This is an optimization exercise on Yosys and OpenROAD, whose aim is small area, not a production implementation. Function was checked by simulation only, so behaviour that the tests miss may differ from the original.

$ cat flow/design.v
module i2cbb_prim (
    input  wire        clk,
    input  wire        rst,
    input  wire        go,         
    input  wire [2:0]  ptype,
    input  wire [7:0]  pbyte,      
    input  wire        pack,       
    input  wire [15:0] delay,
    input  wire        sda_i,
    output reg         done,       
    output reg         scl_o,
    output reg         sda_o,
    output reg         sda_smp,    
    output reg  [7:0]  rx_byte     
);
    localparam P_START = 3'd0, P_STOP = 3'd1, P_WRITE = 3'd2, P_WACK = 3'd3, P_READ = 3'd4;
    localparam M_SCL0 = 3'd0, M_SCL1 = 3'd1, M_SDA0 = 3'd2, M_SDA1 = 3'd3,
               M_SDAB = 3'd4, M_SMP = 3'd5;
    reg        busy;
    reg        waiting;
    reg [4:0]  ms;         
    reg [15:0] cnt;        
    reg [2:0]  ty;
    reg [7:0]  byte_r;
    reg        ack_r;
    reg [2:0] op;
    reg       last;
    reg [4:0] k;
    reg [2:0] bitn;
    always @(*) begin
        op   = M_SCL0;
        last = 1'b0;
        k    = 5'd0;
        bitn = 3'd0;
        case (ty)
            P_START: begin
                case (ms[1:0])
                    2'd0: op = M_SDA1;
                    2'd1: op = M_SCL1;
                    2'd2: op = M_SDA0;
                    default: op = M_SCL0;
                endcase
                last = (ms == 5'd3);
            end
            P_STOP: begin
                case (ms[1:0])
                    2'd0: op = M_SDA0;
                    2'd1: op = M_SCL1;
                    default: op = M_SDA1;
                endcase
                last = (ms == 5'd2);
            end
            P_WRITE: begin
                bitn = 3'd7 - ms / 3;
                case (ms % 3)
                    5'd0: op = M_SDAB;
                    5'd1: op = M_SCL1;
                    default: op = M_SCL0;
                endcase
                last = (ms == 5'd23);
            end
            P_WACK: begin
                case (ms[1:0])
                    2'd0: op = M_SDA1;
                    2'd1: op = M_SCL1;
                    2'd2: op = M_SMP;
                    default: op = M_SCL0;
                endcase
                last = (ms == 5'd3);
            end
            default: begin  
                if (ms == 5'd0) begin
                    op = M_SDA1;
                end else if (ms <= 5'd24) begin
                    k    = ms - 5'd1;
                    bitn = 3'd7 - k / 3;
                    case (k % 3)
                        5'd0: op = M_SCL1;
                        5'd1: op = M_SMP;
                        default: op = M_SCL0;
                    endcase
                end else if (ms == 5'd25) begin
                    op = ack_r ? M_SDA0 : M_SDA1;
                end else if (ms == 5'd26) begin
                    op = M_SCL1;
                end else begin
                    op = M_SCL0;
                end
                last = (ms == 5'd27);
            end
        endcase
    end
    wire smp_bit = sda_o & sda_i;
    always @(posedge clk) begin
        if (rst) begin
            busy    <= 1'b0;
            waiting <= 1'b0;
            done    <= 1'b0;
            ms      <= 5'd0;
            cnt     <= 16'd0;
            ty      <= 3'd0;
            byte_r  <= 8'd0;
            ack_r   <= 1'b0;
            scl_o   <= 1'b1;
            sda_o   <= 1'b1;
            sda_smp <= 1'b1;
            rx_byte <= 8'd0;
        end else begin
            done <= 1'b0;
            if (!busy) begin
                if (go) begin
                    busy    <= 1'b1;
                    waiting <= 1'b0;
                    ms      <= 5'd0;
                    ty      <= ptype;
                    byte_r  <= pbyte;
                    ack_r   <= pack;
                end
            end else if (waiting) begin
                if (cnt == 16'd1) begin
                    waiting <= 1'b0;
                    if (last) begin
                        busy <= 1'b0;
                        done <= 1'b1;
                    end else begin
                        ms <= ms + 5'd1;
                    end
                end else begin
                    cnt <= cnt - 16'd1;
                end
            end else begin
                case (op)
                    M_SCL0: scl_o <= 1'b0;
                    M_SCL1: scl_o <= 1'b1;
                    M_SDA0: sda_o <= 1'b0;
                    M_SDA1: sda_o <= 1'b1;
                    M_SDAB: sda_o <= byte_r[bitn];
                    default: begin
                        sda_smp       <= smp_bit;
                        rx_byte[bitn] <= smp_bit;
                    end
                endcase
                if (op != M_SMP && delay != 16'd0) begin
                    waiting <= 1'b1;
                    cnt     <= delay;
                end else if (last) begin
                    busy <= 1'b0;
                    done <= 1'b1;
                end else begin
                    ms <= ms + 5'd1;
                end
            end
        end
    end
endmodule
module i2cbb (
    input  wire        clk,
    input  wire        rst,           
    input  wire        host_req,
    input  wire        host_we,
    input  wire [11:0] host_addr,
    input  wire [31:0] host_wdata,
    output reg         host_resp,     
    output reg         host_err,      
    output reg  [31:0] host_rdata,
    output wire        scl_o,
    output wire        sda_o,
    input  wire        sda_i
);
    localparam [15:0] DELAY_RESET       = 16'd4;
    localparam [6:0]  SENSOR_ADDR_RESET = 7'h68;
    localparam [6:0]  DISPLAY_ADDR_RESET= 7'h3C;
    localparam [7:0]  REG_PWR_MGMT      = 8'h6B;
    localparam [7:0]  REG_DATA_FIRST    = 8'h3B;
    localparam [1:0] PH_IDLE = 2'd0, PH_ADDR = 2'd1, PH_XFER = 2'd2;
    localparam [3:0] E_NONE = 4'd0, E_NACK = 4'd1, E_ILLEGAL = 4'd2, E_SEQ = 4'd3;
    localparam [7:0] OP_START = 8'h01, OP_STOP = 8'h02, OP_WRB = 8'h03, OP_WACK = 8'h04,
                     OP_RDB = 8'h05, OP_SWAKE = 8'h10, OP_SCFG = 8'h11, OP_SREAD = 8'h12,
                     OP_DINIT = 8'h20, OP_DWIN = 8'h21, OP_DPUTC = 8'h23, OP_DCUR = 8'h24;
    localparam P_START = 3'd0, P_STOP = 3'd1, P_WRITE = 3'd2, P_WACK = 3'd3, P_READ = 3'd4;
    function [7:0] init_byte(input [4:0] i);
        case (i)
            5'd0:  init_byte = 8'hAE;
            5'd1:  init_byte = 8'hD5;
            5'd2:  init_byte = 8'h80;
            5'd3:  init_byte = 8'hA8;
            5'd4:  init_byte = 8'h3F;
            5'd5:  init_byte = 8'hD3;
            5'd6:  init_byte = 8'h00;
            5'd7:  init_byte = 8'h40;
            5'd8:  init_byte = 8'h8D;
            5'd9:  init_byte = 8'h14;
            5'd10: init_byte = 8'h20;
            5'd11: init_byte = 8'h00;
            5'd12: init_byte = 8'hA1;
            5'd13: init_byte = 8'hC8;
            5'd14: init_byte = 8'hDA;
            5'd15: init_byte = 8'h12;
            5'd16: init_byte = 8'h81;
            5'd17: init_byte = 8'hCF;
            5'd18: init_byte = 8'hD9;
            5'd19: init_byte = 8'hF1;
            5'd20: init_byte = 8'hDB;
            5'd21: init_byte = 8'h40;
            5'd22: init_byte = 8'hA4;
            5'd23: init_byte = 8'hA6;
            default: init_byte = 8'hAF;
        endcase
    endfunction
    function [39:0] glyph(input [7:0] ch);
        case (ch)
            8'h25: glyph = 40'h23_13_08_64_62;
            8'h2E: glyph = 40'h00_60_60_00_00;
            8'h30: glyph = 40'h3E_51_49_45_3E;
            8'h31: glyph = 40'h00_42_7F_40_00;
            8'h32: glyph = 40'h42_61_51_49_46;
            8'h33: glyph = 40'h21_41_45_4B_31;
            8'h34: glyph = 40'h18_14_12_7F_10;
            8'h35: glyph = 40'h27_45_45_45_39;
            8'h36: glyph = 40'h3C_4A_49_49_30;
            8'h37: glyph = 40'h01_71_09_05_03;
            8'h38: glyph = 40'h36_49_49_49_36;
            8'h39: glyph = 40'h06_49_49_29_1E;
            8'h3A: glyph = 40'h00_36_36_00_00;
            8'h41: glyph = 40'h7E_11_11_11_7E;
            8'h43: glyph = 40'h3E_41_41_41_22;
            8'h45: glyph = 40'h7F_49_49_49_41;
            8'h4D: glyph = 40'h7F_02_0C_02_7F;
            8'h50: glyph = 40'h7F_09_09_09_06;
            8'h54: glyph = 40'h01_01_7F_01_01;
            8'h55: glyph = 40'h3F_40_40_40_3F;
            8'hB0: glyph = 40'h00_06_09_09_06;
            default: glyph = 40'h0;
        endcase
    endfunction
    reg         ctrl_abort;
    reg  [15:0] delay_r;
    reg         st_busy;
    reg         st_ack;
    reg  [1:0]  st_phase;
    reg  [3:0]  st_err;
    reg  [7:0]  st_nackcnt;
    reg         st_svalid;
    reg  [7:0]  rxdata;
    reg  [6:0]  sns_addr;
    reg  [6:0]  dsp_addr;
    reg  [31:0] sns_cfg;
    reg  [15:0] sample [0:6];
    reg  [31:0] cmd;         
    reg  [4:0]  it;          
    reg  [4:0]  ti;          
    reg         issued;      
    reg         aborting;    
    reg         finishing;   
    reg  [7:0]  nacks;
    reg         lastack;
    reg         had_ack;
    reg  [7:0]  buf_r [0:13];
    wire [7:0]  cop = cmd[31:24];
    wire        is_raw = (cop[7:4] == 4'h0);
    reg         p_go;
    reg  [2:0]  p_type;
    reg  [7:0]  p_byte;
    reg         p_ack;
    wire        p_done;
    wire        p_smp;
    wire [7:0]  p_rx;
    i2cbb_prim u_prim (
        .clk(clk), .rst(rst), .go(p_go), .ptype(p_type), .pbyte(p_byte), .pack(p_ack),
        .delay(delay_r), .sda_i(sda_i), .done(p_done), .scl_o(scl_o), .sda_o(sda_o),
        .sda_smp(p_smp), .rx_byte(p_rx)
    );
    reg  [4:0] n_txn;        
    reg  [3:0] n_pay;        
    reg  [7:0] pay;          
    reg  [3:0] pj;           
    reg  [6:0] dev;          
    reg        last_item;
    reg [39:0] gl;
    always @(*) begin
        pj  = it[4:1] - 4'd1;            
        dev = (cop[7:4] == 4'h1) ? sns_addr : dsp_addr;
        gl  = glyph(cmd[7:0]);
        n_txn = 5'd1;
        n_pay = 4'd2;
        pay   = 8'h00;
        case (cop)
            OP_SWAKE: pay = (pj == 4'd0) ? REG_PWR_MGMT : 8'h00;
            OP_SCFG: begin
                n_txn = 5'd4;
                if (pj == 4'd0) pay = 8'h19 + {6'd0, ti[1:0]};
                else case (ti[1:0])
                    2'd0: pay = sns_cfg[7:0];
                    2'd1: pay = sns_cfg[15:8];
                    2'd2: pay = sns_cfg[23:16];
                    default: pay = sns_cfg[31:24];
                endcase
            end
            OP_DINIT: begin
                n_txn = 5'd25;
                pay   = (pj == 4'd0) ? 8'h00 : init_byte(ti);
            end
            OP_DWIN: begin
                n_txn = 5'd6;
                if (pj == 4'd0) pay = 8'h00;
                else case (ti)
                    5'd0: pay = 8'h21;
                    5'd1: pay = {1'b0, cmd[6:0]};
                    5'd2: pay = {1'b0, cmd[14:8]};
                    5'd3: pay = 8'h22;
                    5'd4: pay = {5'd0, cmd[18:16]};
                    default: pay = {5'd0, cmd[22:20]};
                endcase
            end
            OP_DCUR: begin
                n_txn = 5'd3;
                if (pj == 4'd0) pay = 8'h00;
                else case (ti)
                    5'd0: pay = 8'hB0 | {5'd0, cmd[10:8]};
                    5'd1: pay = {4'h0, cmd[3:0]};
                    default: pay = 8'h10 | {5'd0, cmd[6:4]};
                endcase
            end
            OP_DPUTC: begin
                n_pay = 4'd7;
                case (pj)
                    4'd0: pay = 8'h40;
                    4'd1: pay = gl[39:32];
                    4'd2: pay = gl[31:24];
                    4'd3: pay = gl[23:16];
                    4'd4: pay = gl[15:8];
                    4'd5: pay = gl[7:0];
                    default: pay = 8'h00;
                endcase
            end
            default: ;
        endcase
        p_type = P_STOP;
        p_byte = 8'h00;
        p_ack  = 1'b0;
        last_item = 1'b0;
        if (aborting) begin
            p_type = P_STOP;
        end else if (is_raw) begin
            last_item = 1'b1;
            case (cop)
                OP_START: p_type = P_START;
                OP_STOP:  p_type = P_STOP;
                OP_WRB:   begin p_type = P_WRITE; p_byte = cmd[7:0]; end
                OP_WACK:  p_type = P_WACK;
                default:  begin p_type = P_READ; p_ack = cmd[0]; end
            endcase
        end else if (cop == OP_SREAD) begin
            case (it)
                5'd0, 5'd5: p_type = P_START;
                5'd1: begin p_type = P_WRITE; p_byte = {sns_addr, 1'b0}; end
                5'd2, 5'd4, 5'd7: p_type = P_WACK;
                5'd3: begin p_type = P_WRITE; p_byte = REG_DATA_FIRST; end
                5'd6: begin p_type = P_WRITE; p_byte = {sns_addr, 1'b1}; end
                5'd22: begin p_type = P_STOP; last_item = 1'b1; end
                default: begin p_type = P_READ; p_ack = (it != 5'd21); end
            endcase
        end else begin
            if (it == 5'd0) begin
                p_type = P_START;
            end else if (it == 5'd1) begin
                p_type = P_WRITE; p_byte = {dev, 1'b0};
            end else if (it == {n_pay, 1'b0} + 5'd3) begin
                p_type = P_STOP;
                last_item = (ti == n_txn - 5'd1);
            end else if (it[0]) begin
                p_type = P_WRITE; p_byte = pay;
            end else begin
                p_type = P_WACK;
            end
        end
    end
    wire [31:0] w = host_wdata;
    reg         legal;
    always @(*) begin
        case (w[31:24])
            OP_START, OP_STOP, OP_WACK, OP_SWAKE, OP_SCFG, OP_SREAD, OP_DINIT:
                legal = (w[23:0] == 24'd0);
            OP_WRB, OP_DPUTC: legal = (w[23:8] == 16'd0);
            OP_RDB:  legal = (w[23:1] == 23'd0);
            OP_DWIN: legal = (w[23] == 1'b0) && (w[19] == 1'b0) && (w[15] == 1'b0) && (w[7] == 1'b0);
            OP_DCUR: legal = (w[23:11] == 13'd0) && (w[7] == 1'b0);
            default: legal = 1'b0;
        endcase
    end
    wire w_raw   = (w[31:28] == 4'h0);
    wire w_seqerr = w_raw ? (w[31:24] != OP_START && st_phase == PH_IDLE)
                          : (st_phase != PH_IDLE);
    wire [9:0] widx = host_addr[11:2];
    wire aligned = (host_addr[1:0] == 2'b00);
    reg  mapped, ronly;
    reg  [31:0] rd_val;
    always @(*) begin
        mapped = 1'b1;
        ronly  = 1'b0;
        rd_val = 32'd0;
        case (widx)
            10'h000: rd_val = {31'd0, ctrl_abort};
            10'h001: rd_val = {16'd0, delay_r};
            10'h002: begin ronly = 1'b1;
                     rd_val = {15'd0, st_svalid, st_nackcnt, st_err, st_phase, st_ack, st_busy}; end
            10'h003: rd_val = 32'd0;
            10'h004: begin ronly = 1'b1; rd_val = {24'd0, rxdata}; end
            10'h005: begin ronly = 1'b1; rd_val = {29'd0, p_smp, sda_o, scl_o}; end
            10'h006: rd_val = {25'd0, sns_addr};
            10'h007: rd_val = {25'd0, dsp_addr};
            10'h008: rd_val = sns_cfg;
            10'h010: begin ronly = 1'b1; rd_val = {{16{sample[0][15]}}, sample[0]}; end
            10'h011: begin ronly = 1'b1; rd_val = {{16{sample[1][15]}}, sample[1]}; end
            10'h012: begin ronly = 1'b1; rd_val = {{16{sample[2][15]}}, sample[2]}; end
            10'h013: begin ronly = 1'b1; rd_val = {{16{sample[3][15]}}, sample[3]}; end
            10'h014: begin ronly = 1'b1; rd_val = {{16{sample[4][15]}}, sample[4]}; end
            10'h015: begin ronly = 1'b1; rd_val = {{16{sample[5][15]}}, sample[5]}; end
            10'h016: begin ronly = 1'b1; rd_val = {{16{sample[6][15]}}, sample[6]}; end
            default: mapped = 1'b0;
        endcase
    end
    wire acc_ok   = aligned && mapped;
    wire wr_ok    = host_req && host_we && acc_ok && !ronly && !st_busy;
    wire cmd_wr   = wr_ok && (widx == 10'h003);
    integer i;
    always @(posedge clk) begin
        if (rst) begin
            host_resp  <= 1'b0;
            host_err   <= 1'b0;
            host_rdata <= 32'd0;
            ctrl_abort <= 1'b1;
            delay_r    <= DELAY_RESET;
            st_busy    <= 1'b0;
            st_ack     <= 1'b0;
            st_phase   <= PH_IDLE;
            st_err     <= E_NONE;
            st_nackcnt <= 8'd0;
            st_svalid  <= 1'b0;
            rxdata     <= 8'd0;
            sns_addr   <= SENSOR_ADDR_RESET;
            dsp_addr   <= DISPLAY_ADDR_RESET;
            sns_cfg    <= 32'd0;
            for (i = 0; i < 7; i = i + 1) sample[i] <= 16'd0;
            cmd        <= 32'd0;
            it         <= 5'd0;
            ti         <= 5'd0;
            issued     <= 1'b0;
            aborting   <= 1'b0;
            finishing  <= 1'b0;
            nacks      <= 8'd0;
            lastack    <= 1'b0;
            had_ack    <= 1'b0;
            p_go       <= 1'b0;
        end else begin
            host_resp  <= host_req;
            host_err   <= 1'b0;
            host_rdata <= 32'd0;
            if (host_req) begin
                if (!acc_ok || (host_we && (ronly || st_busy))) begin
                    host_err <= 1'b1;
                end else if (!host_we) begin
                    host_rdata <= rd_val;
                end
            end
            if (wr_ok) begin
                case (widx)
                    10'h000: ctrl_abort <= w[0];
                    10'h001: delay_r    <= w[15:0];
                    10'h006: sns_addr   <= w[6:0];
                    10'h007: dsp_addr   <= w[6:0];
                    10'h008: sns_cfg    <= w;
                    default: ;
                endcase
            end
            if (cmd_wr) begin
                if (!legal) begin
                    st_err <= E_ILLEGAL; st_nackcnt <= 8'd0;
                end else if (w_seqerr) begin
                    st_err <= E_SEQ; st_nackcnt <= 8'd0;
                end else begin
                    st_busy   <= 1'b1;
                    cmd       <= w;
                    it        <= 5'd0;
                    ti        <= 5'd0;
                    issued    <= 1'b0;
                    aborting  <= 1'b0;
                    finishing <= 1'b0;
                    nacks     <= 8'd0;
                    had_ack   <= 1'b0;
                end
            end
            p_go <= 1'b0;
            if (st_busy) begin
                if (finishing) begin
                    st_busy    <= 1'b0;
                    finishing  <= 1'b0;
                    st_nackcnt <= nacks;
                    if (had_ack) st_ack <= lastack;
                    if (aborting) begin
                        st_err   <= E_NACK;
                        st_phase <= PH_IDLE;
                        if (cop == OP_SREAD) st_svalid <= 1'b0;
                    end else begin
                        st_err <= E_NONE;
                        case (cop)
                            OP_START: st_phase <= PH_ADDR;
                            OP_STOP:  st_phase <= PH_IDLE;
                            OP_WRB, OP_WACK: st_phase <= PH_XFER;
                            OP_RDB: begin st_phase <= PH_XFER; rxdata <= p_rx; end
                            OP_SREAD: begin
                                st_phase  <= PH_IDLE;
                                st_svalid <= 1'b1;
                                for (i = 0; i < 7; i = i + 1)
                                    sample[i] <= {buf_r[2*i], buf_r[2*i+1]};
                            end
                            default: st_phase <= PH_IDLE;
                        endcase
                    end
                end else if (!issued) begin
                    p_go   <= 1'b1;
                    issued <= 1'b1;
                end else if (p_done) begin
                    issued <= 1'b0;
                    if (aborting) begin
                        finishing <= 1'b1;
                    end else begin
                        if (p_type == P_WACK) begin
                            had_ack <= 1'b1;
                            lastack <= ~p_smp;
                            if (p_smp) begin
                                if (nacks != 8'hFF) nacks <= nacks + 8'd1;
                            end
                        end
                        if (p_type == P_READ && cop == OP_SREAD)
                            buf_r[it - 5'd8] <= p_rx;
                        if (p_type == P_WACK && p_smp && !is_raw && ctrl_abort) begin
                            aborting <= 1'b1;
                        end else if (last_item) begin
                            finishing <= 1'b1;
                        end else if (!is_raw && cop != OP_SREAD && p_type == P_STOP) begin
                            it <= 5'd0;
                            ti <= ti + 5'd1;
                        end else begin
                            it <= it + 5'd1;
                        end
                    end
                end
            end
        end
    end
endmodule
$ cat flow/run.sh
#!/bin/bash
# synth_recipe.tcl (not shown) runs the flow's synth.tcl, then flattens the netlist and writes it again
# the make line also repeats each setting of config.mk as NAME=value (left out here)
make -C /OpenROAD-flow-scripts/flow DESIGN_CONFIG=/design/flow/config.mk WORK_HOME=/design/flow/orfs CLKGATE_MAP_FILE= SYNTH_SCRIPT=/design/flow/synth_recipe.tcl finish
$ cat flow/config.mk
export PLATFORM = sky130hd
export DESIGN_NAME = i2cbb
export DESIGN_NICKNAME = i2cbb
export VERILOG_FILES = /design/flow/design.v
export SDC_FILE = /design/flow/constraint.sdc
export NUM_CORES = 4
export LEC_CHECK = 0
export CAP_MARGIN = 20
export CORE_MARGIN = 2
export CORE_UTILIZATION = 40
export SLEW_MARGIN = 20
$ cat flow/constraint.sdc
create_clock -name core_clock -period 8.0 [get_ports {clk}]
set_input_delay 1.6000 -clock core_clock [delete_from_list [all_inputs] [get_ports {clk}]]
set_output_delay 1.6000 -clock core_clock [all_outputs]
set_load 0.01 [all_outputs]
==> results.txt <==
[logic make-up after synthesis]
kind of cell	Yosys count
adder cells (fa/ha/maj)	35
buffers and inverters	249
XOR/XNOR	26
flip-flops	454
AO/OA/AOI/OAI	795
multiplexers	74
AND/OR/NAND/NOR	1072
[cell usage in the layout (no fill, tap or decap), drive strengths merged, types with 19 or more instances in the layout]
master	Yosys	routed
nand2	518	518
dfxtp	342	342
a21oi	329	329
nor2	207	207
edfxtp	112	112
o21ai	110	110
clkdlybuf4s50	0	82
clkbuf	160	70
mux2i	66	66
nand3	63	63
nor3	61	61
inv	46	46
nand2b	44	44
a22oi	44	44
buf	39	43
a31oi	38	38
a222oi	37	37
ha	34	34
nor2b	26	26
nor4	25	25
a221oi	21	21
and3	21	21
o31ai	20	20
o22ai	19	19
[worst max-delay path: cells and delay by family, from the launching register on]
kind,cells,cell delay (ps)
and+or+nand+nor,4,990
muxes,2,430
AOI/OAI and AO/OA,6,2490
adders and majority gates,3,1050
xor gates and xnor gates,1,140
buffers and inverters,1,370
DFF,1,780
[power by group through the flow]
stage                     clock [mW]  combinational (mW)  sequential (mW)
after global placement             0              0.0995             2.39
after floorplan                    0              0.0448             2.39
final                           2.20               0.102             2.34
after detailed placement           0               0.101             2.39
after global routing            2.33               0.107             2.34
after CTS                       2.23               0.101             2.34
[layout make-up]
cell class / count / share of cell area [%]
clock inverter: 20 / 0.776
tap: 756 / 3.69
timing repair buffer: 126 / 4.52
clock buffer: 69 / 5.27
inverter: 50 / 0.732
multi-input combinational: 2002 / 45.2
sequential: 454 / 39.8
[layer usage]
metal / up-vias / track usage [%] / wire length (µm)
met4: 0 / 10.1 / 3080
met5: - / 0 / 0
met2: 838 / 41.5 / 36000
met1: 10162 / 35.0 / 33300
li1: 9800 / - / -
met3: 156 / 3.39 / 5380
[sequential cells by signal (all words and copies together) (netlist names), 8 cells and up, named ones only]
signal	count
u_prim.byte_r	8
sample	112
sns_cfg	32
st_nackcnt	8
nacks	8
u_prim.cnt	16
rxdata	8
host_rdata	32
cmd	29
delay_r	16
u_prim.rx_byte	8
buf_r	112
[final timing paths]
kind / from / to / slack, ps / depth (start not counted)
min: sample[2][4] / sample[2][4] / 450 / 2
min reg2reg: sample[2][4] / sample[2][4] / 450 / 2
max: u_prim.ms[0] / u_prim.rx_byte[0] / 1620 / 17
max reg2reg: u_prim.ms[0] / u_prim.rx_byte[0] / 1620 / 17
[metrics by stage]
step / area (µm²) / hold WS [ps]
CTS: 25600 / 454
global route: 25600 / 469
detailed placement: 24100 / 445
floorplan: 22700 / 431
global placement: 24100 / 441
finish: 25600 / 453
==> flow_summary.toml <==
[run_status]
outcome = "finished clean"

[die]
die_h_um = 242
ioPinCount = 85
dieArea_um2 = 58800
start_util_pct = 40.4
core_um2 = 56300
die_x_um = 242
rows = 87

[power_and_ir_drop]
p_sw_mw = 1.01
swShare_pct = 21.9
ir_worst_vdd_mv = 0.206
finalPower_mw = 4.64
seq_power_share_pct = 50.4
comb_power_share_pct = 2.2
power.internal_mw = 3.62
leakagePower_nw = 8.33
clkPwrFrac_pct = 47.4
power_density_nw_per_um2 = 181

[logic_synthesis]
yosys.area_share.simple_pct = 21.7
synthAdderAreaFrac_pct = 1.91
synth-compound-area-share_pct = 22.6
ys_warn_count = 3
muxShareOfSynthArea_pct = 3.46
async_flop_share_pct = 0
yosysMostFrequentCell = "nand2_1"
yosys.area.top_type = "dfxtp_1"
syn_area_per_cell_um2 = 8.41
synth_top_family_by_area = "compound AO/OA/AOI/OAI gates"
seq_area_frac_synth_pct = 44.9
syn_area_um2 = 22700
synth_edf_count = 112
synth_cell_types = 99
synth_seq_cells = 454
ys_top_cells_by_count = "518 x nand2_1, 342 x dfxtp_1, 329 x a21oi_1"
synthesis.nets = 2788
synth_area_leaders = "dfxtp_1 30%, edfxtp_1 15%, nand2_1 8.6%"
syn_inst = 2705
synth_xor_area_share_pct = 1.00
synth_ff_type = "dfxtp_1"
synth_top_area_share_pct = 30.1

[clocking]
ctsHoldBuffers = 0
cts_tree = "built"
cts_setup_buffers = 0
cts_buffer_depth = 3
cts_sinks = 454
cts.repair.resized = 0
clockRootBuffer = "clkbuf_16"
clock_latency_ps = 590
cts_made_buffers = 49
cts.htree.levels = 2
clk_pin_slew_ps = 60

[cells_and_area]
antennaDiodeCount = 0
final_util_pct = 45.6
multiInputGateArea_um2 = 11600
seq_area_um2 = 10200
fin_nets = 2766
nFillCells = 5482
area_growth_pct = 12.8
drive_gt1_share_pct = 6.32
instances_no_fill = 3477

[placement]
dp_hpwl_um = 54600
gp_congestion = 0.953
pre_cts_ws_ps = 1760
place_inst = 3388
port_buffers = 84

[detailed_routing]
via_per_inst = 6.03
ant_nets = 0
drt_iter0_markers = 2355
vias = 20956
wl_per_cell_um = 22.3
drt_wl_total_um = 77700
drc = 0
drt_pass1_iterations = 8

[sta]
fin_crit_ps = 6380
tightest_slew_ps = 1060
rsz0062_at_grt = "false"
setup_ws_ps = 1620
post-route-period-util_pct = 79.8
setup_viol = 0
skew_ps = 20.7
slew_violations = 0
hold_viol_final = 0
finalSetupTns_ps = 0
fmax_ghz = 0.157
timing.slew.headroom_pct = 28.9

[setup_path]
critPathRequiredTime_ps = 8470
worstPathCellList = "inv_1, ha_1, nor2b_1, a221oi_1, a31oi_1, ha_1, a211oi_1, nand3_1, or2_2, xnor2_1, ha_1, a2111oi_0, mux2i_1, a22oi_1, a211oi_2, nand4_1, mux2i_1"
cp-end-kind = "register"
cp-start-kind = "register"
worst-path-max-fanout = 20
cp_slowest_cell = "dfxtp_1"
critical_path_class = "register to register"
cpPeakStageDelay_ps = 780
cp.arrival_ps = 6850
timing.critical_path.mode_cell = "ha_1"

[global_routing]
grt_overflow_total = 0
antenna_found_initial = 0
track_usage_pct = 25.7
first_global_vias = 19727
grt_max_degree = 108
grt_pass1_wl_um = 119000

[job]
maxCapViolCount = 0

[worst_hold_path]
hold_path.class = "register to register"

[what the ideal ports hide]
In the flow no input, the clock included, has a driving cell. The finished layout below was timed again as built, in two steps.
Step 1: set_driving_cell puts a clkbuf_16 on clk and a buf_2 on each other input, an assumption about the parent block.
Step 2 times the ports against the registers' clock, not the clock port: input delays grow and output delays shrink by t, the midpoint of the rising clock arrivals with the driver on.
Three values: ideal ports, drivers, drivers and shift; two values: the first two.
t, ns: 0.638
setup WS [ns]: 1.617 / 1.617 / 1.617
clock arrival spread, ns: 0.021 / 0.020
slew at the worst register clock pin (ns): 0.06 / 0.06
pins driven straight from the clock port: 1
After both steps setup and hold are still met in this run. For this run, drivers alone change the setup slack by 0.000 ns; drivers and shift together by 0.000 ns.
